This design comes from an exercise in tuning for small area, a short achievable clock period and few clock cycles on the open sky130 flow, not from production work.
Where RTL was checked, it was by simulation tests only, not by an equivalence proof against the original.
No functional check of the RTL was part of runs 3 and 4.
Power figures rest on the tool's default switching activity, not on a simulated workload.

File: flow/standard.sh
#!/bin/bash
# synth_recipe.tcl (not shown) runs the flow's synth.tcl, then flattens the netlist and writes it again
# the make line also repeats each setting of config.mk as NAME=value (left out here)
make -C /OpenROAD-flow-scripts/flow DESIGN_CONFIG=/design/flow/config.mk WORK_HOME=/design/flow/orfs CLKGATE_MAP_FILE= SYNTH_SCRIPT=/design/flow/synth_recipe.tcl "${@:-finish}"
File: flow/design.v
module gvi_safe_enc (
    input  wire [7:0] r,
    output reg  [7:0] chr
);
    always @(*) begin
        case (r)
            8'd0: chr = 8'h41;
            8'd1: chr = 8'h42;
            8'd2: chr = 8'h43;
            8'd3: chr = 8'h44;
            8'd4: chr = 8'h45;
            8'd5: chr = 8'h46;
            8'd6: chr = 8'h47;
            8'd7: chr = 8'h48;
            8'd8: chr = 8'h49;
            8'd9: chr = 8'h4a;
            8'd10: chr = 8'h4b;
            8'd11: chr = 8'h4c;
            8'd12: chr = 8'h4d;
            8'd13: chr = 8'h4e;
            8'd14: chr = 8'h4f;
            8'd15: chr = 8'h50;
            8'd16: chr = 8'h51;
            8'd17: chr = 8'h52;
            8'd18: chr = 8'h53;
            8'd19: chr = 8'h54;
            8'd20: chr = 8'h55;
            8'd21: chr = 8'h56;
            8'd22: chr = 8'h57;
            8'd23: chr = 8'h58;
            8'd24: chr = 8'h59;
            8'd25: chr = 8'h5a;
            8'd26: chr = 8'h61;
            8'd27: chr = 8'h62;
            8'd28: chr = 8'h63;
            8'd29: chr = 8'h64;
            8'd30: chr = 8'h65;
            8'd31: chr = 8'h66;
            8'd32: chr = 8'h67;
            8'd33: chr = 8'h68;
            8'd34: chr = 8'h69;
            8'd35: chr = 8'h6a;
            8'd36: chr = 8'h6b;
            8'd37: chr = 8'h6c;
            8'd38: chr = 8'h6d;
            8'd39: chr = 8'h6e;
            8'd40: chr = 8'h6f;
            8'd41: chr = 8'h70;
            8'd42: chr = 8'h71;
            8'd43: chr = 8'h72;
            8'd44: chr = 8'h73;
            8'd45: chr = 8'h74;
            8'd46: chr = 8'h75;
            8'd47: chr = 8'h76;
            8'd48: chr = 8'h77;
            8'd49: chr = 8'h78;
            8'd50: chr = 8'h79;
            8'd51: chr = 8'h7a;
            8'd52: chr = 8'h30;
            8'd53: chr = 8'h31;
            8'd54: chr = 8'h32;
            8'd55: chr = 8'h33;
            8'd56: chr = 8'h34;
            8'd57: chr = 8'h35;
            8'd58: chr = 8'h36;
            8'd59: chr = 8'h37;
            8'd60: chr = 8'h38;
            8'd61: chr = 8'h39;
            8'd62: chr = 8'h21;
            8'd63: chr = 8'h23;
            8'd64: chr = 8'h24;
            8'd65: chr = 8'h25;
            8'd66: chr = 8'h26;
            8'd67: chr = 8'h28;
            8'd68: chr = 8'h29;
            8'd69: chr = 8'h2a;
            8'd70: chr = 8'h2b;
            8'd71: chr = 8'h2c;
            8'd72: chr = 8'h2d;
            8'd73: chr = 8'h2e;
            8'd74: chr = 8'h2f;
            8'd75: chr = 8'h3a;
            8'd76: chr = 8'h3b;
            8'd77: chr = 8'h3c;
            8'd78: chr = 8'h3d;
            8'd79: chr = 8'h3e;
            8'd80: chr = 8'h3f;
            8'd81: chr = 8'h5b;
            8'd82: chr = 8'h5d;
            8'd83: chr = 8'h5e;
            8'd84: chr = 8'h5f;
            8'd85: chr = 8'h7b;
            8'd86: chr = 8'h7c;
            8'd87: chr = 8'h7d;
            8'd88: chr = 8'h7e;
            8'd89: chr = 8'hc0;
            8'd90: chr = 8'hc1;
            8'd91: chr = 8'hc2;
            8'd92: chr = 8'hc3;
            8'd93: chr = 8'hc4;
            8'd94: chr = 8'hc5;
            8'd95: chr = 8'hc6;
            8'd96: chr = 8'hc7;
            8'd97: chr = 8'hc8;
            8'd98: chr = 8'hc9;
            8'd99: chr = 8'hca;
            8'd100: chr = 8'hcb;
            8'd101: chr = 8'hcc;
            8'd102: chr = 8'hcd;
            8'd103: chr = 8'hce;
            8'd104: chr = 8'hcf;
            8'd105: chr = 8'hd0;
            8'd106: chr = 8'hd1;
            8'd107: chr = 8'hd2;
            8'd108: chr = 8'hd3;
            8'd109: chr = 8'hd4;
            8'd110: chr = 8'hd5;
            8'd111: chr = 8'hd6;
            8'd112: chr = 8'hd8;
            8'd113: chr = 8'hd9;
            8'd114: chr = 8'hda;
            8'd115: chr = 8'hdb;
            8'd116: chr = 8'hdc;
            8'd117: chr = 8'hdd;
            8'd118: chr = 8'hde;
            8'd119: chr = 8'hdf;
            8'd120: chr = 8'he0;
            8'd121: chr = 8'he1;
            8'd122: chr = 8'h41;
            8'd123: chr = 8'h42;
            8'd124: chr = 8'h43;
            8'd125: chr = 8'h44;
            8'd126: chr = 8'h45;
            8'd127: chr = 8'h46;
            8'd128: chr = 8'h47;
            8'd129: chr = 8'h48;
            8'd130: chr = 8'h49;
            8'd131: chr = 8'h4a;
            8'd132: chr = 8'h4b;
            8'd133: chr = 8'h4c;
            8'd134: chr = 8'h4d;
            8'd135: chr = 8'h4e;
            8'd136: chr = 8'h4f;
            8'd137: chr = 8'h50;
            8'd138: chr = 8'h51;
            8'd139: chr = 8'h52;
            8'd140: chr = 8'h53;
            8'd141: chr = 8'h54;
            8'd142: chr = 8'h55;
            8'd143: chr = 8'h56;
            8'd144: chr = 8'h57;
            8'd145: chr = 8'h58;
            8'd146: chr = 8'h59;
            8'd147: chr = 8'h5a;
            8'd148: chr = 8'h5b;
            8'd149: chr = 8'h5c;
            8'd150: chr = 8'h5d;
            8'd151: chr = 8'h5e;
            8'd152: chr = 8'h5f;
            8'd153: chr = 8'h60;
            8'd154: chr = 8'h61;
            8'd155: chr = 8'h62;
            8'd156: chr = 8'h63;
            8'd157: chr = 8'h64;
            8'd158: chr = 8'h65;
            8'd159: chr = 8'h66;
            8'd160: chr = 8'h67;
            8'd161: chr = 8'h68;
            8'd162: chr = 8'h69;
            8'd163: chr = 8'h6a;
            8'd164: chr = 8'h6b;
            8'd165: chr = 8'h6c;
            8'd166: chr = 8'h6d;
            8'd167: chr = 8'h6e;
            8'd168: chr = 8'h6f;
            8'd169: chr = 8'h70;
            8'd170: chr = 8'h71;
            8'd171: chr = 8'h72;
            8'd172: chr = 8'h73;
            8'd173: chr = 8'h74;
            8'd174: chr = 8'h75;
            8'd175: chr = 8'h76;
            8'd176: chr = 8'h77;
            8'd177: chr = 8'h78;
            8'd178: chr = 8'h79;
            8'd179: chr = 8'h7a;
            8'd180: chr = 8'h7b;
            8'd181: chr = 8'h7c;
            8'd182: chr = 8'h7d;
            8'd183: chr = 8'h7e;
            8'd184: chr = 8'h7f;
            8'd185: chr = 8'h80;
            8'd186: chr = 8'h81;
            8'd187: chr = 8'h82;
            8'd188: chr = 8'h83;
            8'd189: chr = 8'h84;
            8'd190: chr = 8'h85;
            8'd191: chr = 8'h86;
            8'd192: chr = 8'h87;
            8'd193: chr = 8'h88;
            8'd194: chr = 8'h89;
            8'd195: chr = 8'h8a;
            8'd196: chr = 8'h8b;
            8'd197: chr = 8'h8c;
            8'd198: chr = 8'h8d;
            8'd199: chr = 8'h8e;
            8'd200: chr = 8'h8f;
            8'd201: chr = 8'h90;
            8'd202: chr = 8'h91;
            8'd203: chr = 8'h92;
            8'd204: chr = 8'h93;
            8'd205: chr = 8'h94;
            8'd206: chr = 8'h95;
            8'd207: chr = 8'h96;
            8'd208: chr = 8'h97;
            8'd209: chr = 8'h98;
            8'd210: chr = 8'h99;
            8'd211: chr = 8'h9a;
            8'd212: chr = 8'h9b;
            8'd213: chr = 8'h9c;
            8'd214: chr = 8'h9d;
            8'd215: chr = 8'h9e;
            8'd216: chr = 8'h9f;
            8'd217: chr = 8'ha0;
            8'd218: chr = 8'ha1;
            8'd219: chr = 8'ha2;
            8'd220: chr = 8'ha3;
            8'd221: chr = 8'ha4;
            8'd222: chr = 8'ha5;
            8'd223: chr = 8'ha6;
            8'd224: chr = 8'ha7;
            8'd225: chr = 8'ha8;
            8'd226: chr = 8'ha9;
            8'd227: chr = 8'haa;
            8'd228: chr = 8'hab;
            8'd229: chr = 8'hac;
            8'd230: chr = 8'had;
            8'd231: chr = 8'hae;
            8'd232: chr = 8'haf;
            8'd233: chr = 8'hb0;
            8'd234: chr = 8'hb1;
            8'd235: chr = 8'hb2;
            8'd236: chr = 8'hb3;
            8'd237: chr = 8'hb4;
            8'd238: chr = 8'hb5;
            8'd239: chr = 8'hb6;
            8'd240: chr = 8'hb7;
            8'd241: chr = 8'hb8;
            8'd242: chr = 8'hb9;
            8'd243: chr = 8'hba;
            8'd244: chr = 8'hbb;
            8'd245: chr = 8'hbc;
            8'd246: chr = 8'hbd;
            8'd247: chr = 8'hbe;
            8'd248: chr = 8'hbf;
            8'd249: chr = 8'hc0;
            8'd250: chr = 8'hc1;
            8'd251: chr = 8'hc2;
            8'd252: chr = 8'hc3;
            8'd253: chr = 8'hc4;
            8'd254: chr = 8'hc5;
            8'd255: chr = 8'hc6;
            default: chr = 8'h00;
        endcase
    end
endmodule
module gvi_safe_dec (
    input  wire [7:0] chr,
    output reg        hit,
    output reg  [6:0] idx
);
    always @(*) begin
        case (chr)
            8'h00: begin hit = 1'b0; idx = 7'd4; end
            8'h01: begin hit = 1'b0; idx = 7'd5; end
            8'h02: begin hit = 1'b0; idx = 7'd6; end
            8'h03: begin hit = 1'b0; idx = 7'd7; end
            8'h04: begin hit = 1'b0; idx = 7'd8; end
            8'h05: begin hit = 1'b0; idx = 7'd9; end
            8'h06: begin hit = 1'b0; idx = 7'd10; end
            8'h07: begin hit = 1'b0; idx = 7'd11; end
            8'h08: begin hit = 1'b0; idx = 7'd12; end
            8'h09: begin hit = 1'b0; idx = 7'd13; end
            8'h0a: begin hit = 1'b0; idx = 7'd14; end
            8'h0b: begin hit = 1'b0; idx = 7'd15; end
            8'h0c: begin hit = 1'b0; idx = 7'd16; end
            8'h0d: begin hit = 1'b0; idx = 7'd17; end
            8'h0e: begin hit = 1'b0; idx = 7'd18; end
            8'h0f: begin hit = 1'b0; idx = 7'd19; end
            8'h10: begin hit = 1'b0; idx = 7'd20; end
            8'h11: begin hit = 1'b0; idx = 7'd21; end
            8'h12: begin hit = 1'b0; idx = 7'd22; end
            8'h13: begin hit = 1'b0; idx = 7'd23; end
            8'h14: begin hit = 1'b0; idx = 7'd24; end
            8'h15: begin hit = 1'b0; idx = 7'd25; end
            8'h16: begin hit = 1'b0; idx = 7'd26; end
            8'h17: begin hit = 1'b0; idx = 7'd27; end
            8'h18: begin hit = 1'b0; idx = 7'd28; end
            8'h19: begin hit = 1'b0; idx = 7'd29; end
            8'h1a: begin hit = 1'b0; idx = 7'd30; end
            8'h1b: begin hit = 1'b0; idx = 7'd31; end
            8'h1c: begin hit = 1'b0; idx = 7'd32; end
            8'h1d: begin hit = 1'b0; idx = 7'd33; end
            8'h1e: begin hit = 1'b0; idx = 7'd34; end
            8'h1f: begin hit = 1'b0; idx = 7'd35; end
            8'h20: begin hit = 1'b0; idx = 7'd36; end
            8'h21: begin hit = 1'b1; idx = 7'd62; end
            8'h22: begin hit = 1'b0; idx = 7'd38; end
            8'h23: begin hit = 1'b1; idx = 7'd63; end
            8'h24: begin hit = 1'b1; idx = 7'd64; end
            8'h25: begin hit = 1'b1; idx = 7'd65; end
            8'h26: begin hit = 1'b1; idx = 7'd66; end
            8'h27: begin hit = 1'b0; idx = 7'd43; end
            8'h28: begin hit = 1'b1; idx = 7'd67; end
            8'h29: begin hit = 1'b1; idx = 7'd68; end
            8'h2a: begin hit = 1'b1; idx = 7'd69; end
            8'h2b: begin hit = 1'b1; idx = 7'd70; end
            8'h2c: begin hit = 1'b1; idx = 7'd71; end
            8'h2d: begin hit = 1'b1; idx = 7'd72; end
            8'h2e: begin hit = 1'b1; idx = 7'd73; end
            8'h2f: begin hit = 1'b1; idx = 7'd74; end
            8'h30: begin hit = 1'b1; idx = 7'd52; end
            8'h31: begin hit = 1'b1; idx = 7'd53; end
            8'h32: begin hit = 1'b1; idx = 7'd54; end
            8'h33: begin hit = 1'b1; idx = 7'd55; end
            8'h34: begin hit = 1'b1; idx = 7'd56; end
            8'h35: begin hit = 1'b1; idx = 7'd57; end
            8'h36: begin hit = 1'b1; idx = 7'd58; end
            8'h37: begin hit = 1'b1; idx = 7'd59; end
            8'h38: begin hit = 1'b1; idx = 7'd60; end
            8'h39: begin hit = 1'b1; idx = 7'd61; end
            8'h3a: begin hit = 1'b1; idx = 7'd75; end
            8'h3b: begin hit = 1'b1; idx = 7'd76; end
            8'h3c: begin hit = 1'b1; idx = 7'd77; end
            8'h3d: begin hit = 1'b1; idx = 7'd78; end
            8'h3e: begin hit = 1'b1; idx = 7'd79; end
            8'h3f: begin hit = 1'b1; idx = 7'd80; end
            8'h40: begin hit = 1'b0; idx = 7'd127; end
            8'h41: begin hit = 1'b1; idx = 7'd0; end
            8'h42: begin hit = 1'b1; idx = 7'd1; end
            8'h43: begin hit = 1'b1; idx = 7'd2; end
            8'h44: begin hit = 1'b1; idx = 7'd3; end
            8'h45: begin hit = 1'b1; idx = 7'd4; end
            8'h46: begin hit = 1'b1; idx = 7'd5; end
            8'h47: begin hit = 1'b1; idx = 7'd6; end
            8'h48: begin hit = 1'b1; idx = 7'd7; end
            8'h49: begin hit = 1'b1; idx = 7'd8; end
            8'h4a: begin hit = 1'b1; idx = 7'd9; end
            8'h4b: begin hit = 1'b1; idx = 7'd10; end
            8'h4c: begin hit = 1'b1; idx = 7'd11; end
            8'h4d: begin hit = 1'b1; idx = 7'd12; end
            8'h4e: begin hit = 1'b1; idx = 7'd13; end
            8'h4f: begin hit = 1'b1; idx = 7'd14; end
            8'h50: begin hit = 1'b1; idx = 7'd15; end
            8'h51: begin hit = 1'b1; idx = 7'd16; end
            8'h52: begin hit = 1'b1; idx = 7'd17; end
            8'h53: begin hit = 1'b1; idx = 7'd18; end
            8'h54: begin hit = 1'b1; idx = 7'd19; end
            8'h55: begin hit = 1'b1; idx = 7'd20; end
            8'h56: begin hit = 1'b1; idx = 7'd21; end
            8'h57: begin hit = 1'b1; idx = 7'd22; end
            8'h58: begin hit = 1'b1; idx = 7'd23; end
            8'h59: begin hit = 1'b1; idx = 7'd24; end
            8'h5a: begin hit = 1'b1; idx = 7'd25; end
            8'h5b: begin hit = 1'b1; idx = 7'd81; end
            8'h5c: begin hit = 1'b0; idx = 7'd27; end
            8'h5d: begin hit = 1'b1; idx = 7'd82; end
            8'h5e: begin hit = 1'b1; idx = 7'd83; end
            8'h5f: begin hit = 1'b1; idx = 7'd84; end
            8'h60: begin hit = 1'b0; idx = 7'd25; end
            8'h61: begin hit = 1'b1; idx = 7'd26; end
            8'h62: begin hit = 1'b1; idx = 7'd27; end
            8'h63: begin hit = 1'b1; idx = 7'd28; end
            8'h64: begin hit = 1'b1; idx = 7'd29; end
            8'h65: begin hit = 1'b1; idx = 7'd30; end
            8'h66: begin hit = 1'b1; idx = 7'd31; end
            8'h67: begin hit = 1'b1; idx = 7'd32; end
            8'h68: begin hit = 1'b1; idx = 7'd33; end
            8'h69: begin hit = 1'b1; idx = 7'd34; end
            8'h6a: begin hit = 1'b1; idx = 7'd35; end
            8'h6b: begin hit = 1'b1; idx = 7'd36; end
            8'h6c: begin hit = 1'b1; idx = 7'd37; end
            8'h6d: begin hit = 1'b1; idx = 7'd38; end
            8'h6e: begin hit = 1'b1; idx = 7'd39; end
            8'h6f: begin hit = 1'b1; idx = 7'd40; end
            8'h70: begin hit = 1'b1; idx = 7'd41; end
            8'h71: begin hit = 1'b1; idx = 7'd42; end
            8'h72: begin hit = 1'b1; idx = 7'd43; end
            8'h73: begin hit = 1'b1; idx = 7'd44; end
            8'h74: begin hit = 1'b1; idx = 7'd45; end
            8'h75: begin hit = 1'b1; idx = 7'd46; end
            8'h76: begin hit = 1'b1; idx = 7'd47; end
            8'h77: begin hit = 1'b1; idx = 7'd48; end
            8'h78: begin hit = 1'b1; idx = 7'd49; end
            8'h79: begin hit = 1'b1; idx = 7'd50; end
            8'h7a: begin hit = 1'b1; idx = 7'd51; end
            8'h7b: begin hit = 1'b1; idx = 7'd85; end
            8'h7c: begin hit = 1'b1; idx = 7'd86; end
            8'h7d: begin hit = 1'b1; idx = 7'd87; end
            8'h7e: begin hit = 1'b1; idx = 7'd88; end
            8'h7f: begin hit = 1'b0; idx = 7'd56; end
            8'h80: begin hit = 1'b0; idx = 7'd57; end
            8'h81: begin hit = 1'b0; idx = 7'd58; end
            8'h82: begin hit = 1'b0; idx = 7'd59; end
            8'h83: begin hit = 1'b0; idx = 7'd60; end
            8'h84: begin hit = 1'b0; idx = 7'd61; end
            8'h85: begin hit = 1'b0; idx = 7'd62; end
            8'h86: begin hit = 1'b0; idx = 7'd63; end
            8'h87: begin hit = 1'b0; idx = 7'd64; end
            8'h88: begin hit = 1'b0; idx = 7'd65; end
            8'h89: begin hit = 1'b0; idx = 7'd66; end
            8'h8a: begin hit = 1'b0; idx = 7'd67; end
            8'h8b: begin hit = 1'b0; idx = 7'd68; end
            8'h8c: begin hit = 1'b0; idx = 7'd69; end
            8'h8d: begin hit = 1'b0; idx = 7'd70; end
            8'h8e: begin hit = 1'b0; idx = 7'd71; end
            8'h8f: begin hit = 1'b0; idx = 7'd72; end
            8'h90: begin hit = 1'b0; idx = 7'd73; end
            8'h91: begin hit = 1'b0; idx = 7'd74; end
            8'h92: begin hit = 1'b0; idx = 7'd75; end
            8'h93: begin hit = 1'b0; idx = 7'd76; end
            8'h94: begin hit = 1'b0; idx = 7'd77; end
            8'h95: begin hit = 1'b0; idx = 7'd78; end
            8'h96: begin hit = 1'b0; idx = 7'd79; end
            8'h97: begin hit = 1'b0; idx = 7'd80; end
            8'h98: begin hit = 1'b0; idx = 7'd81; end
            8'h99: begin hit = 1'b0; idx = 7'd82; end
            8'h9a: begin hit = 1'b0; idx = 7'd83; end
            8'h9b: begin hit = 1'b0; idx = 7'd84; end
            8'h9c: begin hit = 1'b0; idx = 7'd85; end
            8'h9d: begin hit = 1'b0; idx = 7'd86; end
            8'h9e: begin hit = 1'b0; idx = 7'd55; end
            8'h9f: begin hit = 1'b0; idx = 7'd56; end
            8'ha0: begin hit = 1'b0; idx = 7'd57; end
            8'ha1: begin hit = 1'b0; idx = 7'd58; end
            8'ha2: begin hit = 1'b0; idx = 7'd59; end
            8'ha3: begin hit = 1'b0; idx = 7'd60; end
            8'ha4: begin hit = 1'b0; idx = 7'd61; end
            8'ha5: begin hit = 1'b0; idx = 7'd62; end
            8'ha6: begin hit = 1'b0; idx = 7'd63; end
            8'ha7: begin hit = 1'b0; idx = 7'd64; end
            8'ha8: begin hit = 1'b0; idx = 7'd65; end
            8'ha9: begin hit = 1'b0; idx = 7'd66; end
            8'haa: begin hit = 1'b0; idx = 7'd67; end
            8'hab: begin hit = 1'b0; idx = 7'd68; end
            8'hac: begin hit = 1'b0; idx = 7'd69; end
            8'had: begin hit = 1'b0; idx = 7'd70; end
            8'hae: begin hit = 1'b0; idx = 7'd71; end
            8'haf: begin hit = 1'b0; idx = 7'd72; end
            8'hb0: begin hit = 1'b0; idx = 7'd73; end
            8'hb1: begin hit = 1'b0; idx = 7'd74; end
            8'hb2: begin hit = 1'b0; idx = 7'd75; end
            8'hb3: begin hit = 1'b0; idx = 7'd76; end
            8'hb4: begin hit = 1'b0; idx = 7'd77; end
            8'hb5: begin hit = 1'b0; idx = 7'd78; end
            8'hb6: begin hit = 1'b0; idx = 7'd79; end
            8'hb7: begin hit = 1'b0; idx = 7'd80; end
            8'hb8: begin hit = 1'b0; idx = 7'd81; end
            8'hb9: begin hit = 1'b0; idx = 7'd82; end
            8'hba: begin hit = 1'b0; idx = 7'd83; end
            8'hbb: begin hit = 1'b0; idx = 7'd84; end
            8'hbc: begin hit = 1'b0; idx = 7'd85; end
            8'hbd: begin hit = 1'b0; idx = 7'd86; end
            8'hbe: begin hit = 1'b0; idx = 7'd87; end
            8'hbf: begin hit = 1'b0; idx = 7'd88; end
            8'hc0: begin hit = 1'b1; idx = 7'd89; end
            8'hc1: begin hit = 1'b1; idx = 7'd90; end
            8'hc2: begin hit = 1'b1; idx = 7'd91; end
            8'hc3: begin hit = 1'b1; idx = 7'd92; end
            8'hc4: begin hit = 1'b1; idx = 7'd93; end
            8'hc5: begin hit = 1'b1; idx = 7'd94; end
            8'hc6: begin hit = 1'b1; idx = 7'd95; end
            8'hc7: begin hit = 1'b1; idx = 7'd96; end
            8'hc8: begin hit = 1'b1; idx = 7'd97; end
            8'hc9: begin hit = 1'b1; idx = 7'd98; end
            8'hca: begin hit = 1'b1; idx = 7'd99; end
            8'hcb: begin hit = 1'b1; idx = 7'd100; end
            8'hcc: begin hit = 1'b1; idx = 7'd101; end
            8'hcd: begin hit = 1'b1; idx = 7'd102; end
            8'hce: begin hit = 1'b1; idx = 7'd103; end
            8'hcf: begin hit = 1'b1; idx = 7'd104; end
            8'hd0: begin hit = 1'b1; idx = 7'd105; end
            8'hd1: begin hit = 1'b1; idx = 7'd106; end
            8'hd2: begin hit = 1'b1; idx = 7'd107; end
            8'hd3: begin hit = 1'b1; idx = 7'd108; end
            8'hd4: begin hit = 1'b1; idx = 7'd109; end
            8'hd5: begin hit = 1'b1; idx = 7'd110; end
            8'hd6: begin hit = 1'b1; idx = 7'd111; end
            8'hd7: begin hit = 1'b0; idx = 7'd112; end
            8'hd8: begin hit = 1'b1; idx = 7'd112; end
            8'hd9: begin hit = 1'b1; idx = 7'd113; end
            8'hda: begin hit = 1'b1; idx = 7'd114; end
            8'hdb: begin hit = 1'b1; idx = 7'd115; end
            8'hdc: begin hit = 1'b1; idx = 7'd116; end
            8'hdd: begin hit = 1'b1; idx = 7'd117; end
            8'hde: begin hit = 1'b1; idx = 7'd118; end
            8'hdf: begin hit = 1'b1; idx = 7'd119; end
            8'he0: begin hit = 1'b1; idx = 7'd120; end
            8'he1: begin hit = 1'b1; idx = 7'd121; end
            8'he2: begin hit = 1'b0; idx = 7'd122; end
            8'he3: begin hit = 1'b0; idx = 7'd123; end
            8'he4: begin hit = 1'b0; idx = 7'd124; end
            8'he5: begin hit = 1'b0; idx = 7'd125; end
            8'he6: begin hit = 1'b0; idx = 7'd126; end
            8'he7: begin hit = 1'b0; idx = 7'd127; end
            8'he8: begin hit = 1'b0; idx = 7'd0; end
            8'he9: begin hit = 1'b0; idx = 7'd1; end
            8'hea: begin hit = 1'b0; idx = 7'd2; end
            8'heb: begin hit = 1'b0; idx = 7'd3; end
            8'hec: begin hit = 1'b0; idx = 7'd4; end
            8'hed: begin hit = 1'b0; idx = 7'd5; end
            8'hee: begin hit = 1'b0; idx = 7'd6; end
            8'hef: begin hit = 1'b0; idx = 7'd7; end
            8'hf0: begin hit = 1'b0; idx = 7'd8; end
            8'hf1: begin hit = 1'b0; idx = 7'd9; end
            8'hf2: begin hit = 1'b0; idx = 7'd10; end
            8'hf3: begin hit = 1'b0; idx = 7'd11; end
            8'hf4: begin hit = 1'b0; idx = 7'd12; end
            8'hf5: begin hit = 1'b0; idx = 7'd13; end
            8'hf6: begin hit = 1'b0; idx = 7'd14; end
            8'hf7: begin hit = 1'b0; idx = 7'd15; end
            8'hf8: begin hit = 1'b0; idx = 7'd16; end
            8'hf9: begin hit = 1'b0; idx = 7'd17; end
            8'hfa: begin hit = 1'b0; idx = 7'd18; end
            8'hfb: begin hit = 1'b0; idx = 7'd19; end
            8'hfc: begin hit = 1'b0; idx = 7'd20; end
            8'hfd: begin hit = 1'b0; idx = 7'd21; end
            8'hfe: begin hit = 1'b0; idx = 7'd22; end
            8'hff: begin hit = 1'b0; idx = 7'd23; end
            default: begin hit = 1'b0; idx = 7'd0; end
        endcase
    end
endmodule
module gvi_encoder (
    input  wire       clk,
    input  wire       rst,
    input  wire       in_valid,
    output wire       in_ready,
    input  wire [3:0] in_nib,
    input  wire       in_last,
    input  wire [3:0] in_shift,
    output wire       out_valid,
    input  wire       out_ready,
    output wire [7:0] out_char,
    output wire       out_last
);
    reg [13:0] buf_r;      
    reg  [2:0] wn;         
    reg        rh;         
    reg        full;       
    reg        drain;      
    reg        first;      
    reg  [3:0] mshift;
    reg  [7:0] pr;
    reg        pv, pesc, plast;
    reg  [7:0] ochar;
    reg        ovalid, olast;
    reg        ph;         
    wire [3:0] k0 = {wn[1:0], wn[2], 1'b0};                   
    wire [3:0] k1 = k0[3] ? k0 - 4'd7 : k0 + 4'd7;            
    wire [3:0] k  = full ? 4'd14 : (rh ? k1 : k0);
    assign in_ready  = !drain && (k <= 4'd10);
    assign out_valid = ovalid;
    assign out_char  = ochar;
    assign out_last  = olast;
    wire in_fire = in_valid & in_ready;
    wire [6:0] win = rh ? {buf_r[7], buf_r[8], buf_r[9], buf_r[10], buf_r[11], buf_r[12], buf_r[13]}
                        : {buf_r[0], buf_r[1], buf_r[2], buf_r[3], buf_r[4], buf_r[5], buf_r[6]};
    wire [6:0] mask = {1'b1, k > 4'd1, k > 4'd2, k > 4'd3, k > 4'd4, k > 4'd5, k > 4'd6};
    wire [6:0] sym  = win & mask;
    wire       esc  = (sym[6:3] == 4'b1111) & (sym[2] | sym[1]);
    wire       have = (k >= 4'd7) | (drain & (k != 4'd0));
    wire       fin  = drain & (k <= 4'd7);        
    wire ofree = !ovalid | out_ready;
    wire pmove = ofree & pv & (!pesc | ph);
    wire pfree = !pv | pmove;
    wire pop   = pfree & have;
    wire [7:0] safe_chr;
    gvi_safe_enc u_enc (.r(pr), .chr(safe_chr));
    always @(posedge clk) begin
        if (rst) begin
            wn     <= 3'd0;
            rh     <= 1'b0;
            full   <= 1'b0;
            drain  <= 1'b0;
            first  <= 1'b1;
            pv     <= 1'b0;
            ph     <= 1'b0;
            ovalid <= 1'b0;
        end else begin
            if (in_fire) begin
                if (wn == 3'd0) buf_r[0]  <= in_nib[3];
                if (wn == 3'd3) buf_r[0]  <= in_nib[1];
                if (wn == 3'd0) buf_r[1]  <= in_nib[2];
                if (wn == 3'd3) buf_r[1]  <= in_nib[0];
                if (wn == 3'd0) buf_r[2]  <= in_nib[1];
                if (wn == 3'd4) buf_r[2]  <= in_nib[3];
                if (wn == 3'd0) buf_r[3]  <= in_nib[0];
                if (wn == 3'd4) buf_r[3]  <= in_nib[2];
                if (wn == 3'd1) buf_r[4]  <= in_nib[3];
                if (wn == 3'd4) buf_r[4]  <= in_nib[1];
                if (wn == 3'd1) buf_r[5]  <= in_nib[2];
                if (wn == 3'd4) buf_r[5]  <= in_nib[0];
                if (wn == 3'd1) buf_r[6]  <= in_nib[1];
                if (wn == 3'd5) buf_r[6]  <= in_nib[3];
                if (wn == 3'd1) buf_r[7]  <= in_nib[0];
                if (wn == 3'd5) buf_r[7]  <= in_nib[2];
                if (wn == 3'd2) buf_r[8]  <= in_nib[3];
                if (wn == 3'd5) buf_r[8]  <= in_nib[1];
                if (wn == 3'd2) buf_r[9]  <= in_nib[2];
                if (wn == 3'd5) buf_r[9]  <= in_nib[0];
                if (wn == 3'd2) buf_r[10] <= in_nib[1];
                if (wn == 3'd6) buf_r[10] <= in_nib[3];
                if (wn == 3'd2) buf_r[11] <= in_nib[0];
                if (wn == 3'd6) buf_r[11] <= in_nib[2];
                if (wn == 3'd3) buf_r[12] <= in_nib[3];
                if (wn == 3'd6) buf_r[12] <= in_nib[1];
                if (wn == 3'd3) buf_r[13] <= in_nib[2];
                if (wn == 3'd6) buf_r[13] <= in_nib[0];
                wn    <= (wn == 3'd6) ? 3'd0 : wn + 3'd1;
                first <= in_last;
                if (first) mshift <= in_shift;
                if (in_last) drain <= 1'b1;
            end
            if (pfree) pv <= have;
            if (pop) begin
                pr    <= esc ? {5'd0, sym[2:0] - 3'd2} : {1'b0, sym} + {4'd0, mshift};
                pesc  <= esc;
                plast <= fin;
            end
            if (pop & fin) begin
                rh    <= 1'b0;
                wn    <= 3'd0;
                full  <= 1'b0;
                drain <= 1'b0;
            end else begin
                full <= pop ? 1'b0 : (full | (in_fire & !rh & (wn == 3'd6)));
                if (pop) rh <= !rh;
            end
            if (ofree) ovalid <= pv;
            if (ofree & pv) begin
                if (pesc & !ph) begin
                    ochar <= 8'h40;
                    olast <= 1'b0;
                    ph    <= 1'b1;
                end else begin
                    ochar <= pesc ? {5'b00110, pr[2:0]} : safe_chr;
                    olast <= plast;
                    ph    <= 1'b0;
                end
            end
        end
    end
endmodule
module gvi_decoder (
    input  wire       clk,
    input  wire       rst,
    input  wire       in_valid,
    output wire       in_ready,
    input  wire [7:0] in_char,
    input  wire       in_last,
    input  wire [3:0] in_shift,
    output wire       out_valid,
    input  wire       out_ready,
    output wire [3:0] out_nib,
    output wire [1:0] out_err,
    output wire       out_last
);
    localparam [1:0] E_NONE = 2'd0, E_CHAR = 2'd1, E_TRUNC = 2'd2, E_ESC = 2'd3;
    reg  [6:0] cidx;
    reg        chit;       
    reg        c_at;       
    reg        cd05;       
    reg        clast, cv;
    reg        first;      
    reg  [3:0] mshift;
    reg        esc_pend;   
    reg        skipping;   
    reg [13:0] buf_r;
    reg        wh;         
    reg  [2:0] rn;         
    reg        full;       
    reg        drain;      
    reg  [1:0] derr;       
    reg  [3:0] onib;
    reg  [1:0] oerr;
    reg        ovalid, olast;
    wire [3:0] kk0;
    assign kk0 = (rn == 3'd0) ? 4'd0 : (rn == 3'd1) ? 4'd10 : (rn == 3'd2) ? 4'd6 : (rn == 3'd3) ? 4'd2 :
                 (rn == 3'd4) ? 4'd12 : (rn == 3'd5) ? 4'd8 : 4'd4;    
    wire [3:0] k1 = kk0[3] ? kk0 - 4'd7 : kk0 + 4'd7;         
    wire [3:0] k  = full ? 4'd14 : (wh ? k1 : kk0);
    assign in_ready  = !cv | skipping | (!drain & ((k <= 4'd7) | c_at));
    assign out_valid = ovalid;
    assign out_nib   = onib;
    assign out_err   = oerr;
    assign out_last  = olast;
    wire in_fire = in_valid & in_ready;
    wire ofree = !ovalid | out_ready;
    wire rd    = ofree & (k >= 4'd4);
    wire erd   = ofree & !(k >= 4'd4) & drain & (derr != E_NONE);
    wire rfin  = rd & drain & (derr == E_NONE) & (k < 4'd8);    
    reg  [3:0] rnib;
    always @(*) begin
        case (rn)
            3'd0: rnib = {buf_r[0],  buf_r[1],  buf_r[2],  buf_r[3]};
            3'd1: rnib = {buf_r[4],  buf_r[5],  buf_r[6],  buf_r[7]};
            3'd2: rnib = {buf_r[8],  buf_r[9],  buf_r[10], buf_r[11]};
            3'd3: rnib = {buf_r[12], buf_r[13], buf_r[0],  buf_r[1]};
            3'd4: rnib = {buf_r[2],  buf_r[3],  buf_r[4],  buf_r[5]};
            3'd5: rnib = {buf_r[6],  buf_r[7],  buf_r[8],  buf_r[9]};
            default: rnib = {buf_r[10], buf_r[11], buf_r[12], buf_r[13]};
        endcase
    end
    wire done = rfin | erd;    
    wire       in_hit;
    wire [6:0] in_idx;
    gvi_safe_dec u_dec (.chr(in_char), .hit(in_hit), .idx(in_idx));
    wire [7:0] sub  = {1'b0, cidx} - {4'd0, mshift};
    wire [6:0] rsym = sub[7] ? (sub[6:0] + 7'd122) : sub[6:0];
    reg        want_wr;    
    reg  [6:0] psym;
    reg  [1:0] perr;
    always @(*) begin
        want_wr = 1'b0;
        psym    = rsym;
        perr    = E_NONE;
        if (esc_pend) begin
            psym = {4'b1111, cidx[2:0] - 3'd2};    
            if (cd05) want_wr = 1'b1;
            else perr = E_ESC;
        end else if (c_at) begin
            if (clast) perr = E_TRUNC;
        end else if (chit) begin
            want_wr = 1'b1;
        end else begin
            perr = E_CHAR;
        end
    end
    wire       room  = (k <= 4'd7) | (rd & (k <= 4'd11));    
    wire       proc  = cv & (skipping | (!drain & (!want_wr | room)));
    wire       wr    = proc & !skipping & want_wr;
    wire       bw    = cv & !drain & room;
    wire       perr_go = proc & !skipping & (perr != E_NONE);
    wire       fin_in  = (wr & clast) | perr_go;    
    integer i;
    always @(posedge clk) begin
        if (rst) begin
            cv       <= 1'b0;
            first    <= 1'b1;
            esc_pend <= 1'b0;
            skipping <= 1'b0;
            wh       <= 1'b0;
            rn       <= 3'd0;
            full     <= 1'b0;
            drain    <= 1'b0;
            derr     <= E_NONE;
            ovalid   <= 1'b0;
        end else begin
            if (in_fire) begin
                cidx  <= in_idx;
                chit  <= in_hit;
                c_at  <= (in_char == 8'h40);
                cd05  <= (in_char[7:3] == 5'b00110) & !(in_char[2] & in_char[1]);
                clast <= in_last;
                first <= in_last;
                if (first) mshift <= in_shift;
            end
            if (in_fire) cv <= 1'b1;
            else if (proc) cv <= 1'b0;
            if (proc) begin
                if (skipping) begin
                    if (clast) skipping <= 1'b0;
                end else begin
                    esc_pend <= !esc_pend & c_at & !clast;
                    if (perr != E_NONE) begin
                        derr     <= perr;
                        skipping <= !clast;
                    end
                end
            end
            if (bw) begin
                for (i = 0; i < 7; i = i + 1)
                    if (wh) buf_r[7 + i] <= psym[6 - i];
                    else    buf_r[i]     <= psym[6 - i];
            end
            if (wr) wh <= !wh;
            if (ofree) begin
                ovalid <= rd | erd;
                onib   <= rnib;
                oerr   <= rd ? E_NONE : derr;
                olast  <= rfin | erd;
            end
            if (rd) rn <= (rn == 3'd6) ? 3'd0 : rn + 3'd1;
            if (done) begin
                drain <= 1'b0;
                derr  <= E_NONE;
                full  <= 1'b0;
                wh    <= 1'b0;
                rn    <= 3'd0;
            end else begin
                if (fin_in) drain <= 1'b1;
                full <= wr ? (wh & (rd ? rn == 3'd6 : rn == 3'd0)) : (full & !rd);
            end
        end
    end
endmodule
module gvi_codec (
    input  wire       clk,
    input  wire       rst,
    input  wire       enc_in_valid,
    output wire       enc_in_ready,
    input  wire [3:0] enc_in_nib,
    input  wire       enc_in_last,
    input  wire [3:0] enc_in_shift,
    output wire       enc_out_valid,
    input  wire       enc_out_ready,
    output wire [7:0] enc_out_char,
    output wire       enc_out_last,
    input  wire       dec_in_valid,
    output wire       dec_in_ready,
    input  wire [7:0] dec_in_char,
    input  wire       dec_in_last,
    input  wire [3:0] dec_in_shift,
    output wire       dec_out_valid,
    input  wire       dec_out_ready,
    output wire [3:0] dec_out_nib,
    output wire [1:0] dec_out_err,
    output wire       dec_out_last
);
    gvi_encoder u_encoder (
        .clk(clk), .rst(rst),
        .in_valid(enc_in_valid), .in_ready(enc_in_ready),
        .in_nib(enc_in_nib), .in_last(enc_in_last), .in_shift(enc_in_shift),
        .out_valid(enc_out_valid), .out_ready(enc_out_ready),
        .out_char(enc_out_char), .out_last(enc_out_last)
    );
    gvi_decoder u_decoder (
        .clk(clk), .rst(rst),
        .in_valid(dec_in_valid), .in_ready(dec_in_ready),
        .in_char(dec_in_char), .in_last(dec_in_last), .in_shift(dec_in_shift),
        .out_valid(dec_out_valid), .out_ready(dec_out_ready),
        .out_nib(dec_out_nib), .out_err(dec_out_err), .out_last(dec_out_last)
    );
endmodule
File: flow/constraint.sdc
create_clock -name core_clock -period 7.0 [get_ports {clk}]
set_input_delay 1.4000 -clock core_clock [delete_from_list [all_inputs] [get_ports {clk}]]
set_output_delay 1.4000 -clock core_clock [all_outputs]
set_load 0.01 [all_outputs]
File: flow/config.mk
export PLATFORM = sky130hd
export DESIGN_NAME = gvi_codec
export DESIGN_NICKNAME = gvi_codec
export VERILOG_FILES = /design/flow/design.v
export SDC_FILE = /design/flow/constraint.sdc
export NUM_CORES = 4
export LEC_CHECK = 0
export CAP_MARGIN = 20
export CORE_MARGIN = 2
export CORE_UTILIZATION = 40
export SETUP_SLACK_MARGIN = 4.6
export SLEW_MARGIN = 20
File: flow/flow/run.sh
#!/bin/bash
# The standard layout, with synthesis left to ABC for the adders: yosys's
# full/half-adder extraction (ADDER_MAP_FILE) is skipped, nothing else changes.
set -euo pipefail
bash standard.sh ADDER_MAP_FILE= finish > orfs_make.log 2>&1
==> results of run 1 <==
final timing paths:
path                                                endpoint  cells after the start
worst min-delay path            u_decoder.first$_SDFFE_PP1P_                      1
worst max register to register  u_decoder.buf_r[4]$_DFFE_PP_                      7
worst max-delay path                            enc_in_ready                      3
worst min register to register  u_decoder.first$_SDFFE_PP1P_                      1
stage by stage:
step | setup slack [ps] | instances
after global placement | 2950 | 981
after floorplan | 4230 | 771
final | 4270 | 1070
after detailed placement | 2820 | 981
after CTS | 4230 | 1034
after global routing | 4220 | 1070
synth_stat cells (all sizes together), types with 5 or more instances:
cell    count  area (um^2)
a31oi      15         93.8
xor2        6         52.6
o211ai     11         92.6
xnor2      20          175
nor3       22          110
clkbuf     37          139
and3        7         43.8
mux2       19          214
nand2      73          274
nand2b     14         87.6
a21o        8         61.3
or3         6         37.5
a211oi     16          125
mux2i       9         90.1
nor3b       5         37.5
and2       10         62.6
nor2       88          347
buf        23          116
dfxtp      23          460
a221oi      6         52.6
a22oi       5         37.5
inv        19         71.3
o21ai      61          313
nand3b      6         45.0
o22ai      13         87.6
edfxtp     73         2190
o31ai       9         67.6
a21oi      70          350
nor2b      18          113
nand3      10         55.1
worst max-delay path, cell delays in order (launching register included):
cell,delay (ps)
dfxtp_4,360
xor2_4,190
a211oi_4,250
buf_2,180
cell families after synthesis:
group	Yosys count	synth area share, %
fa+ha+maj	4	0.642
compound gates	260	25.9
xor+xnor	26	3.43
buf+inv	80	4.98
simple gates	276	20.1
mux	29	4.93
flops	96	40.0
layout make-up:
cell class	instances	area (um^2)
clock inverters	2	13.8
multi-input cells	596	4180
inverters	20	82.6
fillers	1416	7560
clock buffers	14	275
repair buffers	122	1350
flip-flops and latches	96	2680
well taps	220	275
layout by cell type (no fill, tap or decap), types with 15 or more instances in the layout:
cell / n
a21oi_1: 56
buf_4: 55
clkdlybuf4s50_1: 16
edfxtp_1: 73
inv_1: 15
mux2_2: 19
nand2_1: 63
nor2_1: 71
nor2b_1: 15
nor3_1: 16
o21ai_0: 40
xnor2_1: 19
state kept, by name (all words and copies together) (netlist names), 2 cells and up:
register,flops
u_decoder.mshift,4
u_decoder.onib,4
u_decoder.rn,3
u_encoder.pr,8
u_encoder.wn,3
u_encoder.buf_r,14
u_encoder.ochar,8
u_decoder.buf_r,14
u_decoder.oerr,2
u_encoder.mshift,4
u_decoder.cidx,7
u_decoder.derr,2
what timing repair did:
item	CTS	global route
resized for setup	160	77
setup buffers	31	32
hold buffers	0	0
cloned	6	4
pin swaps	32	33
endpoints found under the setup margin	110	82
per-layer routing:
layer	global-route usage, %	up-vias
met4	5.02	0
met5	0	-
met3	3.07	27
met2	30.9	227
met1	26.7	2935
li1	-	3022
power by group:
part / total [mW] / internal (mW) / switching (mW)
combinational: 0.490 / 0.227 / 0.264
clock: 0.470 / 0.273 / 0.197
sequential: 0.707 / 0.665 / 0.0418
total: 1.67 / 1.16 / 0.503
==> impl_metrics.yaml, run 1 <==
timing:
  slew_headroom_pct: 50.3
  finClkSkew_ps: 7.70
  drv_slew: 0
  final_hold_viol_count: 0
  tns_ps: 0
  setup_viol_count_final: 0
  finalCritPeriodShare_pct: 39.0
  hold_ws_ps: 455
  max_freq_ghz: 0.366
  fin_crit_ps: 2730
  tightest_slew_ps: 745
  rsz0062_at_grt: "yes"
logic_synthesis:
  netlist_area_mm2: 0.00663
  yosysSeqAreaShare_pct: 40.0
  synth-main-ff-cell: "edfxtp_1"
  ys_ff_latch: 96
  synth_cell_types: 79
  synth_edf_count: 73
  syn_area_per_cell_um2: 8.60
  synth_fp_nets: 799
  synth-warning-count: 4
  synthCells: 771
  synthArstFlopShare_pct: 0
cells_and_area:
  layout-drive-gt1-share_pct: 28.5
  stdcell_area_mm2: 0.00885
  diodes: 0
  utilization_pct: 53.9
  nets: 873
  area_growth_pct: 33.5
grt:
  antenna_found_initial: 0
  grt.overflow.total: 0
  grt_max_degree: 32
  track_usage_pct: 19.1
  grt_pass1_vias: 5665
  grt_first_pass_wirelength_um: 28200
route:
  wl_met1_um: 7990
  drc: 0
  viasPerCell: 5.80
  route.met3.wl_um: 1000
  ant_nets: 0
  wl_per_cell_um: 16.5
  wirelength_um: 17700
  vias: 6211
  highest_layer: "met4"
  wl_met2_um: 8460
  drt-initial-drc-count: 581
  first_pass_iters: 5
clocking:
  clock-root-buffer: "clkbuf_16"
  htree_num_levels: 3
  cts_buffers: 9
  clk_pin_slew_ps: 60
  insertion_delay_ps: 340
  cts_tree: "done"
  max-clock-path-buffers: 2
  cts.sinks: 96
flow_run:
  drv_cap: 0
power:
  peakVddDrop_mv: 0.136
  leakage_nw: 3.14
  power_density_mw_per_mm2: 188
  power.total_mw: 1.67
floorplanning:
  die_area_mm2: 0.0176
  ios: 48
  start_util_pct: 40.4
  placementRows: 47
  fp.dieW_um: 133
  coreArea_mm2: 0.0164
  die_h_um: 133
worst_setup_path:
  r2r_start: "u_decoder.cidx[1]$_DFFE_PP_"
  r2r_slack_ps: 4710
  critPathLaunchType: "register"
  worstSetupEndpointType: "output port"
  arrival_ps: 1330
  path_max_fanout: 3
  startpoint: "u_encoder.wn[1]$_SDFFE_PP0P_"
  cp.required_ps: 5600
  path_class: "register to output port"
placement:
  place_area_mm2: 0.00732
  place_hpwl_um: 10500
  io_buffers: 47
  gp_congestion: 0.871
hold_path:
  hp-start: "u_decoder.first$_SDFFE_PP1P_"
  hp-class: "register to register"
run_status:
  status: "finished clean"
Testbench counts, summed over its fixed seeds: cycles 36,153.
==> inputs of run 2 (changes only) <==
--- a/flow/config.mk
+++ b/flow/config.mk
@@ -8,5 +8,5 @@
 export CAP_MARGIN = 20
 export CORE_MARGIN = 2
 export CORE_UTILIZATION = 40
-export SETUP_SLACK_MARGIN = 4.6
+export SETUP_SLACK_MARGIN = 4.2
 export SLEW_MARGIN = 20
==> run 2 against run 1 <==
Still clean. Worst setup slack lost 98 ps. Die area is the same. Combinational power decreased by 16%. Cell count shrank 4.4%. Cell area down 12%. Register-to-register slack worse by 290 ps. Synthesized cell count is the same. Critical path depth is the same. Non-clock buffer count fell by 46. Clock power rose by 4.9%. Sequential power grew 0.8%. First-iteration DRC count is 0.17% higher.
==> impl_metrics.yaml, run 2 <==
timing:
  finClkSkew_ps: 10.2
  setup_viol_count_final: 0
  tightest_slew_ps: 970
  max_freq_ghz: 0.353
  slew_headroom_pct: 35.3
  tns_ps: 0
  final_hold_viol_count: 0
  rsz0062_at_grt: "yes"
  fin_crit_ps: 2830
  hold_ws_ps: 468
  finalCritPeriodShare_pct: 40.4
  drv_slew: 0
power:
  power.share.clock_pct: 30.5
  power.total_mw: 1.62
  internal-power_mw: 1.14
  comb_power_share_pct: 25.5
  peakVddDrop_mv: 0.137
  power_density_mw_per_mm2: 207
  leakage_nw: 2.68
  swShare_pct: 29.6
  power.net_switching_mw: 0.480
  pwr-share-seq_pct: 44.0
logic_synthesis:
  synth_common_cells: "87 x nor2_1, 73 x edfxtp_1, 73 x nand2_1"
  synth_edf_count: 73
  synth-main-ff-cell: "edfxtp_1"
  synth-warning-count: 4
  syn_area_per_cell_um2: 8.60
  netlist_area_mm2: 0.00663
  synthArstFlopShare_pct: 0
  synth.area.top_cells: "edfxtp_1 33%, dfxtp_1 6.9%, a21oi_1 5.3%, nor2_1 4.9%, o21ai_0 4.4%"
  synthCells: 771
  yosys.area.top_type: "edfxtp_1"
  synth_cell_types: 79
  yosys.cell_count.top_type: "nor2_1"
  synth_fp_nets: 799
  ys_ff_latch: 96
  yosysSeqAreaShare_pct: 40.0
  synth_top_area_share_pct: 33.1
route:
  first_pass_iters: 5
  wirelength_um: 15800
  vias: 5844
  ant_nets: 0
  viasPerCell: 5.71
  drt-initial-drc-count: 582
  drc: 0
  wl_per_cell_um: 15.5
worst_setup_path:
  path_max_fanout: 6
  worstSetupEndpointType: "output port"
  arrival_ps: 1430
  cp.required_ps: 5600
  critPathLaunchType: "register"
  path_class: "register to output port"
  reg2reg_depth: 7
hold_path:
  hold_depth: 1
  hp-class: "register to register"
floorplanning:
  start_util_pct: 40.4
  fp.dieW_um: 133
  ios: 48
  die_h_um: 133
  die_area_mm2: 0.0176
  placementRows: 47
  coreArea_mm2: 0.0164
cells_and_area:
  area_growth_pct: 17.7
  final_common_cell: "nor2_1"
  diodes: 0
  top_regs: "u_decoder.buf_r: 14 flops, u_encoder.buf_r: 14 flops"
  layout-drive-gt1-share_pct: 15.6
  post_layout_nonfiller_instances: 1023
  final_cell_mix: "82 x nor2_1, 73 x edfxtp_1, 71 x nand2_1"
  utilization_pct: 47.6
  nets: 826
  fillCellCount: 1526
clocking:
  cts_buffers: 9
  clock-root-buffer: "clkbuf_16"
  insertion_delay_ps: 350
  cts_tree: "done"
  htree_num_levels: 3
  clk_pin_slew_ps: 60
  max-clock-path-buffers: 2
  cts.sinks: 96
grt:
  track_usage_pct: 17.9
  antenna_found_initial: 0
  grt.overflow.total: 0
  grt_max_degree: 33
  grt_pass1_vias: 5308
  grt_first_pass_wirelength_um: 26200
flow_run:
  drv_cap: 0
run_status:
  status: "finished clean"
placement:
  gp_congestion: 0.903
  place_hpwl_um: 10700
  dp_cells: 979
  io_buffers: 47
## run 2: layout make-up
cell class / instances / area [um^2] / area share (%)
repair buffers: 76 / 662 / 8.48
well taps: 220 / 275 / 3.53
clock buffers: 12 / 246 / 3.16
multi-input cells: 595 / 3820 / 48.9
flip-flops and latches: 96 / 2680 / 34.3
clock inverters: 4 / 52.6 / 0.673
inverters: 20 / 75.1 / 0.962
## run 2: kinds of logic after synthesis
logic type	synth area share, %
XOR/XNOR	3.43
AND/OR/NAND/NOR	20.1
AO/OA/AOI/OAI	25.9
multiplexers	4.93
adder cells (fa/ha/maj)	0.642
flip-flops	40.0
buffers and inverters	4.98
## run 2: per-stage QoR
stage | area (um^2) | worst slack (ps)
6_report | 7800 | 4170
3_5_place_dp | 7140 | 2950
3_3_place_gp | 7140 | 3060
4_1_cts | 7680 | 4100
5_1_grt | 7800 | 4130
2_1_floorplan | 6640 | 4160
## run 2: final timing paths
| kind | startpoint | to | slack, ps |
|---|---|---|---|
| worst min-delay path | u_decoder.first$_SDFFE_PP1P_ | u_decoder.first$_SDFFE_PP1P_ | 470 |
| worst max-delay path | u_encoder.wn[1]$_SDFFE_PP0P_ | enc_in_ready | 4170 |
| worst min register to register | u_decoder.first$_SDFFE_PP1P_ | u_decoder.first$_SDFFE_PP1P_ | 470 |
| worst max register to register | u_encoder.pr[0]$_DFFE_PP_ | u_encoder.ochar[1]$_SDFFCE_PP0P_ | 4420 |
## run 2: routing by layer
| metal | track usage, % | part of all wire (%) | up-vias |
|---|---|---|---|
| met5 | 0 | 0 | - |
| met1 | 24.6 | 47 | 2752 |
| met4 | 4.54 | 1.1 | 0 |
| met3 | 3.30 | 4.4 | 16 |
| met2 | 29.1 | 47 | 161 |
| li1 | - | - | 2915 |
## run 2: worst max-delay path, cell delays in order (launching register included)
cell      delay [ps]
dfxtp_4          380
xor2_4           190
a211oi_2         330
buf_2            200
## run 2: power groups by stage
stage | combinational [mW] | sequential [mW] | clock, mW
5_1_grt | 0.457 | 0.719 | 0.530
3_3_place_gp | 0.338 | 0.738 | 0
6_report | 0.413 | 0.713 | 0.493
4_1_cts | 0.386 | 0.716 | 0.509
3_5_place_dp | 0.346 | 0.740 | 0
2_1_floorplan | 0.286 | 0.700 | 0
## run 2: timing repair
action                     in CTS  in global routing
cloned                          0                  0
pin swaps                      10                  8
setup endpoints to repair      59                 41
resized for setup              76                 19
hold buffers                    0                  0
buffers inserted               16                 12
==> inputs of run 3 (changes only) <==
--- a/flow/design.v
+++ b/flow/design.v
@@ -737,7 +737,7 @@
             perr = E_CHAR;
         end
     end
-    wire       room  = (k <= 4'd7) | (rd & (k <= 4'd11));    
+    wire       room  = (k <= 4'd7);
     wire       proc  = cv & (skipping | (!drain & (!want_wr | room)));
     wire       wr    = proc & !skipping & want_wr;
     wire       bw    = cv & !drain & room;
==> flow/flow/run.sh (replaced) <==
#!/bin/bash
# The standard layout with two synthesis/placement choices changed:
# - yosys's full/half-adder extraction (ADDER_MAP_FILE) is skipped, so ABC
#   maps the adders and comparators with the rest of the logic;
# - the port buffers that placement inserts are buf_2 cells.
set -euo pipefail
bash standard.sh ADDER_MAP_FILE= "BUFFER_PORTS_ARGS=-buffer_cell sky130_fd_sc_hd__buf_2" finish > orfs_make.log 2>&1
==> run 3 against run 2 <==
Sequential power grew 0.6%. Via count grew 0.75%. Critical path depth grew 1. Area after synthesis grew 0.85%. Worst hold slack gained 6.5 ps. Wire length grew 0.62%. Cell count shrank 0.78%.
==> impl_metrics.yaml, run 3 <==
cells_and_area:
  diodes: 0
  area_growth_pct: 11.3
  nets: 818
  fillCellCount: 1621
  stdcell_area_mm2: 0.00744
  top_regs: "u_decoder.buf_r: 14 flops, u_encoder.buf_r: 14 flops"
  final_common_cell: "nand2_1"
  layout-drive-gt1-share_pct: 16.7
  final_cell_mix: "76 x nand2_1, 73 x edfxtp_1, 71 x nor2_1"
route:
  wl_per_cell_um: 15.7
  viasPerCell: 5.80
  drc: 0
  wirelength_um: 15900
  drt-initial-drc-count: 489
  ant_nets: 0
  vias: 5888
  first_pass_iters: 6
power:
  peakVddDrop_mv: 0.155
  leakage_nw: 2.55
  power_density_mw_per_mm2: 223
clocking:
  clk_pin_slew_ps: 70
  cts_tree: "done"
  insertion_delay_ps: 350
  ctsHoldBuffers: 0
  max-clock-path-buffers: 2
  htree_num_levels: 3
  cts_buffers: 9
  cts.sinks: 96
  clock-root-buffer: "clkbuf_16"
timing:
  fin_crit_ps: 2820
  tns_ps: 0
  rsz0062_at_grt: "yes"
  finClkSkew_ps: 7.56
  slew_headroom_pct: 38.5
  finalCritPeriodShare_pct: 40.3
  drv_slew: 0
  max_freq_ghz: 0.354
  final_hold_viol_count: 0
  tightest_slew_ps: 922
  setup_viol_count_final: 0
floorplanning:
  die_h_um: 133
  coreArea_mm2: 0.0165
  start_util_pct: 40.6
  fp.dieW_um: 133
  placementRows: 47
  ios: 48
  die_area_mm2: 0.0178
grt:
  track_usage_pct: 18.0
  grt_pass1_vias: 5371
  grt.overflow.total: 0
  antenna_found_initial: 0
  grt_first_pass_wirelength_um: 26200
  grt_max_degree: 32
worst_setup_path:
  worstSetupEndpointType: "output port"
  critPathLaunchType: "register"
  path_max_fanout: 4
  arrival_ps: 1420
  critPathSlowestCell: "dfxtp_4"
  path_cells: "o31a_1 > o21ai_1 > nand2_1 > buf_2"
  crit_path_max_incr_delay_ps: 360
  cp.required_ps: 5600
  path_class: "register to output port"
logic_synthesis:
  yosys.cell_count.top_type: "nand2_1"
  synth-main-ff-cell: "edfxtp_1"
  synth_top_area_share_pct: 32.8
  synth-warning-count: 4
  synth_common_cells: "76 x nand2_1, 73 x edfxtp_1, 73 x nor2_1"
  ys_ff_latch: 96
  synth_cell_types: 77
  synth_edf_count: 73
  synthCells: 783
  netlist_area_mm2: 0.00669
  synth_fp_nets: 811
  synth.area.top_cells: "edfxtp_1 33%, dfxtp_1 6.9%, a21oi_1 5.1%, o21ai_0 4.4%, nand2_1 4.3%"
  yosys.area.top_type: "edfxtp_1"
  synthArstFlopShare_pct: 0
  yosysSeqAreaShare_pct: 39.7
  syn_area_per_cell_um2: 8.54
placement:
  io_buffers: 47
  place_area_mm2: 0.00696
  place_hpwl_um: 11200
  gp_congestion: 0.882
flow_run:
  drv_cap: 0
hold_path:
  hp-class: "register to register"
run_status:
  status: "finished clean"
## run 3: cell count changes after synthesis, moves of 4 or more
cell / delta
or3_1: -4
a21o_1: -4
o21ai_1: +6
nor3_1: +8
nor2b_1: +5
clkbuf_1: +6
nor2_1: -14
a221oi_1: -4
o21a_1: +5
or2_2: +5
## run 3: report_power, final
part	total (mW)	switching, mW	internal [mW]	leakage (nW)
registers	0.717	0.0467	0.671	0.871
clock network	0.521	0.236	0.286	0.155
logic	0.418	0.246	0.172	1.53
## run 3: per-stage QoR
stage	util [%]	hold slack, ps	setup WS [ps]	cells	total power, mW
5_1_grt	45.2	518	4090	1015	1.75
2_1_floorplan	-	427	4190	783	1.03
6_report	45.2	474	4180	1015	1.66
3_3_place_gp	42.2	449	3880	986	1.11
3_5_place_dp	42.3	458	3830	986	1.12
4_1_cts	44.7	476	4170	1010	1.66
## run 3: worst paths after layout
path | from | to | slack [ps] | cells after the start
max | u_decoder.wh$_SDFFE_PP0N_ | dec_in_ready | 4180 | 4
min | u_encoder.first$_SDFFE_PP1P_ | u_encoder.first$_SDFFE_PP1P_ | 470 | 2
max reg2reg | u_encoder.rh$_SDFFE_PP0P_ | u_encoder.pr[5]$_SDFFCE_PP0P_ | 4410 | 8
min reg2reg | u_encoder.first$_SDFFE_PP1P_ | u_encoder.first$_SDFFE_PP1P_ | 470 | 2
## run 3: logic make-up after synthesis
kind of cell	Yosys count	synth area share [%]
AND/OR/NAND/NOR	286	21.1
AO/OA/AOI/OAI	254	24.5
flip-flops	96	39.7
buffers and inverters	85	5.07
multiplexers	32	5.69
XOR/XNOR	27	3.54
adder cells (fa/ha/maj)	3	0.449
## run 3: layout make-up
cell class / count / area [um^2] / area share (%)
multi-input cells: 602 / 3750 / 50.4
flip-flops and latches: 96 / 2680 / 36.0
repair buffers: 61 / 355 / 4.78
well taps: 220 / 275 / 3.70
clock buffers: 9 / 225 / 3.03
clock inverters: 7 / 85.1 / 1.14
inverters: 20 / 75.1 / 1.01
## run 3: repair_timing
item,4_1_cts,5_1_grt
resized for setup,17,12
setup endpoints to repair,4,20
pin swaps,1,1
setup buffers,8,5
## run 3: routing by layer
metal / part of all wire (%) / GRT usage (%) / vias to the layer above
met3: 4.3 / 3.69 / 24
met1: 44 / 22.9 / 2804
met5: 0 / 0 / -
met2: 50 / 31.0 / 154
met4: 1.8 / 5.67 / 0
li1: - / - / 2906
## run 3: worst max-delay path, delay by kind of cell (launching register included)
kind,cells,cell delay (ps)
DFF,1,360
AOI/OAI and AO/OA,2,440
buffers and inverters,1,170
and+or+nand+nor,1,110
==> inputs of run 4 (changes only) <==
==> flow/flow/run.sh (replaced) <==
#!/bin/bash
# The standard layout with two synthesis/placement choices changed:
# - yosys's full/half-adder extraction (ADDER_MAP_FILE) is skipped, so ABC
#   maps the adders and comparators with the rest of the logic;
# - the port buffers that placement inserts are buf_1 cells.
set -euo pipefail
bash standard.sh ADDER_MAP_FILE= "BUFFER_PORTS_ARGS=-buffer_cell sky130_fd_sc_hd__buf_1" finish > orfs_make.log 2>&1
==> run 4 against run 3 <==
Still clean. Cell area is 0.15% lower. Sequential share of layout area is 0.071 points higher. Combinational power is 1% lower. Die area stayed put. Worst setup slack worse by 21 ps. Area after synthesis stayed put. Count of clock-buffer cells in the layout is 3 higher. Non-clock buffer count is 5 higher. Sequential power hardly changed. First-iteration DRC count is 25% lower. Worst hold slack worse by 15 ps. Critical endpoint unchanged.
==> impl_metrics.yaml, run 4 <==
run_status:
  status: "finished clean"
clocking:
  cts_buffers: 9
  clock-root-buffer: "clkbuf_16"
  cts_tree: "done"
  htree_num_levels: 3
  cts.sinks: 96
  max-clock-path-buffers: 2
  insertion_delay_ps: 350
  ctsHoldBuffers: 0
  clk_pin_slew_ps: 70
route:
  highest_layer: "met4"
  drt-initial-drc-count: 367
  wirelength_um: 15900
  ant_nets: 0
  first_pass_iters: 5
  wl_per_cell_um: 15.6
  drc: 0
  wl_met2_um: 8090
  viasPerCell: 5.74
  wl_met1_um: 6980
  vias: 5851
  route.met3.wl_um: 532
worst_setup_path:
  worstSetupEndpointType: "output port"
  cp.required_ps: 5600
  path_max_fanout: 4
  path_class: "register to output port"
  critPathLaunchType: "register"
  arrival_ps: 1440
power:
  comb_power_share_pct: 25.2
  swShare_pct: 31.1
  pwr-share-seq_pct: 43.9
  internal-power_mw: 1.13
  power.share.clock_pct: 31.0
  peakVddDrop_mv: 0.138
  leakage_nw: 2.45
  power.net_switching_mw: 0.509
  power_density_mw_per_mm2: 220
logic_synthesis:
  netlist_area_mm2: 0.00669
  synth-warning-count: 4
  synth_cell_types: 77
  yosys.area.top_type: "edfxtp_1"
  synthArstFlopShare_pct: 0
  synth_common_cells: "76 x nand2_1, 73 x edfxtp_1, 73 x nor2_1"
  synth_top_area_share_pct: 32.8
  ys_ff_latch: 96
  yosysSeqAreaShare_pct: 39.7
  synth.area.top_cells: "edfxtp_1 33%, dfxtp_1 6.9%, a21oi_1 5.1%, o21ai_0 4.4%, nand2_1 4.3%"
  synth-main-ff-cell: "edfxtp_1"
  synth_edf_count: 73
  yosys.cell_count.top_type: "nand2_1"
  synth_fp_nets: 811
  syn_area_per_cell_um2: 8.54
  synthCells: 783
grt:
  grt_first_pass_wirelength_um: 26300
  grt.overflow.total: 0
  antenna_found_initial: 0
  grt_max_degree: 32
  track_usage_pct: 18.0
  grt_pass1_vias: 5450
cells_and_area:
  area_growth_pct: 11.1
  stdcell_area_mm2: 0.00743
  utilization_pct: 45.1
  final_common_cell: "nand2_1"
  top_regs: "u_decoder.buf_r: 14 flops, u_encoder.buf_r: 14 flops"
  final_cell_mix: "76 x nand2_1, 73 x edfxtp_1, 70 x nor2_1"
  diodes: 0
  layout-drive-gt1-share_pct: 12.5
  nets: 823
floorplanning:
  ios: 48
  coreArea_mm2: 0.0165
  placementRows: 47
  fp.dieW_um: 133
  die_h_um: 133
  start_util_pct: 40.6
  die_area_mm2: 0.0178
timing:
  fin_crit_ps: 2840
  fin_ws_ps: 4160
  slew_headroom_pct: 37.9
  finalCritPeriodShare_pct: 40.6
  final_hold_viol_count: 0
  max_freq_ghz: 0.352
  drv_slew: 0
  setup_viol_count_final: 0
  hold_ws_ps: 459
  finClkSkew_ps: 10.8
  rsz0062_at_grt: "yes"
  tightest_slew_ps: 932
  tns_ps: 0
flow_run:
  drv_cap: 0
placement:
  post-place-ws_ps: 3410
  place_hpwl_um: 11100
  gp_congestion: 0.867
  io_buffers: 47
  place_area_mm2: 0.00692
hold_path:
  hp-class: "register to register"
==> run 4: cell counts after synthesis <==
Identical to the previous run, type by type.
==> run 4: cells by family (layout without fill, tap and decap cells) <==
family                     Yosys count  count (layout)  share of synthesized area [%]
DFF                                 96              96                           39.7
AOI/OAI and AO/OA                  254             254                           24.5
buffers and inverters               85             102                           5.07
and+or+nand+nor                    286             286                           21.1
muxes                               32              32                           5.69
adders and majority gates            3               3                          0.449
xor gates and xnor gates            27              27                           3.54
==> run 4: worst paths after layout <==
| check | cells after the start | start | slack, ps | to |
|---|---|---|---|---|
| worst max-delay path | 4 | u_decoder.rn[1]$_SDFFE_PP0P_ | 4160 | dec_in_ready |
| worst min-delay path | 1 | u_decoder.first$_SDFFE_PP1P_ | 460 | u_decoder.first$_SDFFE_PP1P_ |
| worst max register to register | 6 | u_encoder.pr[1]$_DFFE_PP_ | 4410 | u_encoder.ochar[6]$_SDFFCE_PP1P_ |
| worst min register to register | 1 | u_decoder.first$_SDFFE_PP1P_ | 460 | u_decoder.first$_SDFFE_PP1P_ |
==> run 4: timing repair <==
action                     4_1_cts  5_1_grt
cloned                           0        0
hold endpoints to repair         0        0
pin swaps                        1        1
setup endpoints to repair       24       21
resized for setup               34       18
buffers inserted                 9        6
==> run 4: routing by layer <==
layer | vias up | global-route usage [%]
met5 | - | 0
met1 | 2787 | 22.8
met2 | 136 | 31.5
li1 | 2913 | -
met3 | 15 | 2.59
met4 | 0 | 6.38
==> run 4: power groups by stage <==
stage | sequential, mW | combinational [mW] | clock (mW)
floorplan | 0.703 | 0.325 | 0
global placement | 0.748 | 0.357 | 0
detailed placement | 0.751 | 0.365 | 0
global route | 0.724 | 0.461 | 0.543
finish | 0.718 | 0.412 | 0.507
CTS | 0.720 | 0.401 | 0.517
==> run 4: metrics by stage <==
stage | power [mW] | std cells
2_1_floorplan | 1.03 | 783
3_3_place_gp | 1.10 | 989
3_5_place_dp | 1.12 | 989
4_1_cts | 1.64 | 1014
5_1_grt | 1.73 | 1020
6_report | 1.64 | 1020
==> run 4: final cells by class <==
class                      count  area, um^2
timing repair buffer          66         344
clock inverter                 4        31.3
fill                        1661        9040
sequential                    96        2680
multi-input combinational    602        3740
tap                          220         275
clock buffer                  12         279
inverter                      20        78.8
==> run 4: worst max-delay path: stages (launching register included) <==
cell and delay, ps:
dfxtp_4 360, o31a_1 320, o21ai_1 130, nand2_1 120, buf_2 160

## port drivers added, routing unchanged
How much do the figures lean on ideal ports? The routed layouts below were timed once more, with nothing changed but the port constraints. Step 1: set_driving_cell puts a clkbuf_16 on clk and a buf_2 on each other input, an assumption about the parent block. Step 2 adds t to the input delays and takes it off the output delays; t is the mean of the earliest and latest rising clock arrival at the registers after step 1. Input paths then give back, and output paths get back, about the clock's delay inside the block. Three values: ideal, step 1, step 2; two values: the first two.
| run | t (ns) | setup slack, ns | slew at the worst register clock pin (ns) |
|---|---|---|---|
| run 1 | 0.377 | 4.269 / 4.228 / 4.068 | 0.07 / 0.07 |
| run 2 | 0.381 | 4.170 / 4.131 / 3.940 | 0.07 / 0.07 |
| run 3 | 0.392 | 4.178 / 4.135 / 3.871 | 0.07 / 0.07 |
| run 4 | 0.389 | 4.157 / 4.116 / 3.869 | 0.07 / 0.07 |
After both steps every run listed still meets setup and hold. For run 3, which loses most, drivers alone change the setup slack by -0.043 ns; drivers and shift together by -0.307 ns.
